Context: an optimization exercise on an open-source flow, tuned for small area. The choices shown serve that exercise and are no tape-out recipe.
At most, simulation tests tie the RTL to the original design; equivalence was not proved.
Power figures rest on the tool's default switching activity, not on a simulated workload.

== branch ember ==
==> flow/design.v (excerpt) <==
module uc1609_framer (
    input  wire        clk,
    input  wire        rst,           
    input  wire        req_valid,
    input  wire [31:0] req_word,
    output wire        req_ready,
    output wire        sts_valid,
    output wire [1:0]  sts_kind,      
    output wire [3:0]  sts_code,      
    output wire [3:0]  fault_code,
    output wire [31:0] fault_req,
    output reg         fm_re,
    output wire [16:0] fm_addr,
    input  wire [7:0]  fm_rdata,
    input  wire [16:0] fm_size,
    output wire        ev_valid,
    output wire [2:0]  ev_type,
    output reg  [7:0]  ev_data,
    input  wire        ev_ready
);
    localparam [3:0] F_ILLEGAL_OP = 4'd1, F_RESERVED = 4'd2, F_VALUE_RANGE = 4'd3,
                     F_OVERLAP = 4'd4, F_ADDR_RANGE = 4'd5, F_NO_FONT = 4'd6,
                     F_FONT_OOB = 4'd7, F_GLYPH_WIDTH = 4'd8, F_CURSOR_OVF = 4'd9;
    localparam [7:0] OP_SENDCMD = 8'h01, OP_SETCUR = 8'h02, OP_CONTRAST = 8'h03,
                     OP_SCROLL = 8'h04, OP_ROTATE = 8'h05, OP_INVERT = 8'h06,
                     OP_ALLON = 8'h07, OP_DISPEN = 8'h08, OP_SYSRST = 8'h09,
  ...
For scale: ~140 I/O pins.
==> flow/config.mk <==
export PLATFORM = sky130hd
export DESIGN_NAME = uc1609_framer
export DESIGN_NICKNAME = uc1609_framer
export VERILOG_FILES = /design/flow/design.v
export SDC_FILE = /design/flow/constraint.sdc
export NUM_CORES = 4
export LEC_CHECK = 0
export CAP_MARGIN = 20
export CORE_MARGIN = 2
export CORE_UTILIZATION = 40
export SLEW_MARGIN = 20
==> flow/constraint.sdc <==
create_clock -name core_clock -period 12.0 [get_ports {clk}]
set_input_delay 2.4000 -clock core_clock [delete_from_list [all_inputs] [get_ports {clk}]]
set_output_delay 2.4000 -clock core_clock [all_outputs]
set_load 0.01 [all_outputs]
standard.sh (not shown) runs the stock make flow with config.mk's settings and CLKGATE_MAP_FILE= SYNTH_SCRIPT=/design/flow/synth_recipe.tcl, a recipe that flattens the netlist after the stock synthesis.
==> flow/flow/run.sh <==
#!/bin/bash
# Layout: the standard flow (standard.sh) with two changes:
#  1. after the standard synthesis, the combinational logic is mapped again by
#     ABC with area-oriented scripts (reabc.tcl, a few scripts, the smallest
#     result is kept); the registers and the adder cells of the standard
#     synthesis stay as they are, with their names;
#  2. the port buffers are buf_1 cells.
# Each tool run writes its full output to a log file of its own in this folder.
set -euo pipefail
R=orfs/results/${FLOW_PLATFORM}/uc1609_framer/base
bash standard.sh synth > 1_standard_synth.log 2>&1
cp "$R/1_2_yosys.v" "$R/1_2_yosys_standard.v"
YOSYS=$(command -v yosys || echo "$FLOW_HOME/../tools/install/yosys/bin/yosys")
LIB="$FLOW_HOME/platforms/${FLOW_PLATFORM}/lib/sky130_fd_sc_hd__tt_025C_1v80.lib"
M="strash;dch;map,-a"
SCRIPTS=(
  "+$M;$M;$M;strash;dch;amap,-F,30,-A,30;topo;dnsize"
  "+$M;$M;$M;strash;dch;amap;topo;dnsize"
  "+$M;$M;$M;$M;$M;$M;topo;dnsize"
  "+$M;$M;$M;topo;dnsize"
)
best=""
best_area=""
for i in "${!SCRIPTS[@]}"; do
  REABC_IN="$R/1_2_yosys_standard.v" REABC_OUT="$R/1_2_yosys_reabc$i.v" REABC_LIB="$LIB" \
  REABC_TOP="$FLOW_TOP" REABC_SCRIPT="${SCRIPTS[$i]}" \
    "$YOSYS" -c flow/reabc.tcl > "2_reabc$i.log" 2>&1 || continue
  area=$(grep "Chip area" "2_reabc$i.log" | tail -1 | awk '{print $NF}')
  echo "script $i: area $area" >> 2_reabc_choice.log
  if [[ -z "$best" ]] || awk "BEGIN{exit !($area < $best_area)}"; then
    best=$i; best_area=$area
  fi
done
if [[ -n "$best" ]]; then
  echo "kept script $best (area $best_area)" >> 2_reabc_choice.log
  cp "$R/1_2_yosys_reabc$best.v" "$R/1_2_yosys.v"
else
  echo "no script succeeded, kept the standard netlist" >> 2_reabc_choice.log
fi
touch "$R/1_2_yosys.v"
bash standard.sh BUFFER_PORTS_ARGS="-buffer_cell sky130_fd_sc_hd__buf_1" finish > 3_standard_finish.log 2>&1
Other scripts of this flow, unchanged in this note and not shown: flow/flow/reabc.tcl
--- input diff branch ember..branch cedar ---
--- a/flow/design.v
+++ b/flow/design.v
@@ -170,16 +170,15 @@
         end
     end
     reg         x_fw, x_3, x_5, sub, cin;
     wire [7:0]  xv  = ({8{x_fw}} & fw_q) | {5'd0, x_5, x_3, x_3 | x_5};
     wire [16:0] bin = {{9{sub}}, xv ^ {8{sub}}};
     wire [16:0] sum = add17(acc, bin, cin);
     wire        ge_size = ge17(sum, fm_size);
-    wire        adv_sub = cnt[7];            
-    wire [16:0] adv_val = (adv_sub && sum[16]) ? 17'd0 : sum;
+    wire [16:0] adv_val = (cls_bs && sum[16]) ? 17'd0 : sum;
     wire c_gt = gt8(code, fm_rdata);
     wire c_eq = (code == fm_rdata);
     wire no_flags = !(f_clear || f_repos || f_glyph);
     reg [3:0] cmd_start;
     always @(*) begin
         case (op[3:0])
             4'hB:    cmd_start = 4'd0;     
@@ -263,15 +262,15 @@
         x_fw = 1'b0; x_3 = 1'b0; x_5 = 1'b0; sub = 1'b0; cin = 1'b0;
         fm_re = 1'b0;
         case (state)
             S_SF0: begin x_3 = 1'b1; fm_re = 1'b1; end
             S_H2:  begin sub = 1'b1; fm_re = 1'b1; end
             S_H3:  fm_re = 1'b1;
             S_MUL: x_fw = 1'b1;
-            S_ADV: begin x_fw = 1'b1; sub = adv_sub; cin = !adv_sub; end
+            S_ADV: begin x_fw = 1'b1; sub = cls_bs; cin = !cls_bs; end
             S_TB:  cin = 1'b1;
             S_GD: begin
                 if (scale2_q && gx == 4'd11) begin
                     sub = 1'b1; x_5 = 1'b1;
                 end else begin
                     cin   = 1'b1;
                     fm_re = fire && gd_read;
@@ -288,15 +287,15 @@
         case (state)
             S_IDLE: begin
                 f_clear <= 1'b0;
                 f_repos <= 1'b0;
                 rej     <= fault_nz;
                 if (!fault_nz) begin
                     if (op == OP_SETFONT)       fr <= req_word;
-                    else if (cls_tab || cls_bs) fr <= {7'd0, 1'b0, col_q, cls_bs, 7'd0};
+                    else if (cls_tab || cls_bs) fr <= {7'd0, 1'b0, col_q, 8'd0};
                     else                        fr <= {7'd0, fb3_q, 8'd0};
                 end
                 if (req_valid) begin
                     state <= S_ACC;
                     if (!fault_nz) begin
                         flt = dec_fault;
                         if (dec_fault == 4'd0) begin
Notes after the runs:
Diff branch ember -> branch cedar: global-route met1 utilization -3.3 points, ratio of total power to cell area decreased about 15%, detailed-routed wire length on met2 went up, area added between synthesis and finish shows an increase of 4.0 points.
Critical path class = register to register: branch ember; critical path class = input port to register: branch cedar
Against branch ember, branch cedar comes in about 2.3% higher on filler-free cell count of the finished design.
Between branch cedar and branch ember, it is branch cedar whose sequential share of layout area is lower, by 1.1 points.
branch cedar against branch ember: cell count after placement climbed 2.1%, share of the cycle needed by the critical path after routing picked up an extra 3.0 points, count of multi-input combinational gates was more or less identical.
In branch cedar, post-route worst hold slack is lower than in branch ember.
branch cedar ends up with lower total met3 wirelength after detailed routing than branch ember does.
branch cedar reports a higher number of well-tap cells placed than branch ember does.
Clock group share of total power: branch cedar vs branch ember up 2.0 points
Fraction of power consumed by combinational cells: branch cedar vs branch ember down 2.8 points
Only the layout flow was run in branch cedar; the RTL was not checked for function there.

separate check: timing with driven ports:
No port has a modelled driver above. Below, the same layouts with a new extraction and two added sets of constraints.
Step 1, drivers: a clkbuf_16 drives clk and a buf_2 each remaining input, both assumed.
Step 2 moves the port delays by t, midway between the first and last clock arrival at a register: inputs arrive t later, outputs are due t later. That takes back most of the time a late clock gives input paths.
Three values: no drivers, after step 1, after step 2; two values: the first two.
run	t (ns)	slack for setup (ns)	worst data-port slew with drivers (ns)
branch ember	0.417	0.880 / 0.880 / 0.880	0.03
branch cedar	0.428	0.519 / 0.552 / 0.124	0.04
After both steps setup and hold are still met in every run listed. For branch cedar, which loses most, drivers alone change the setup slack by +0.033 ns; drivers and shift together by -0.395 ns.
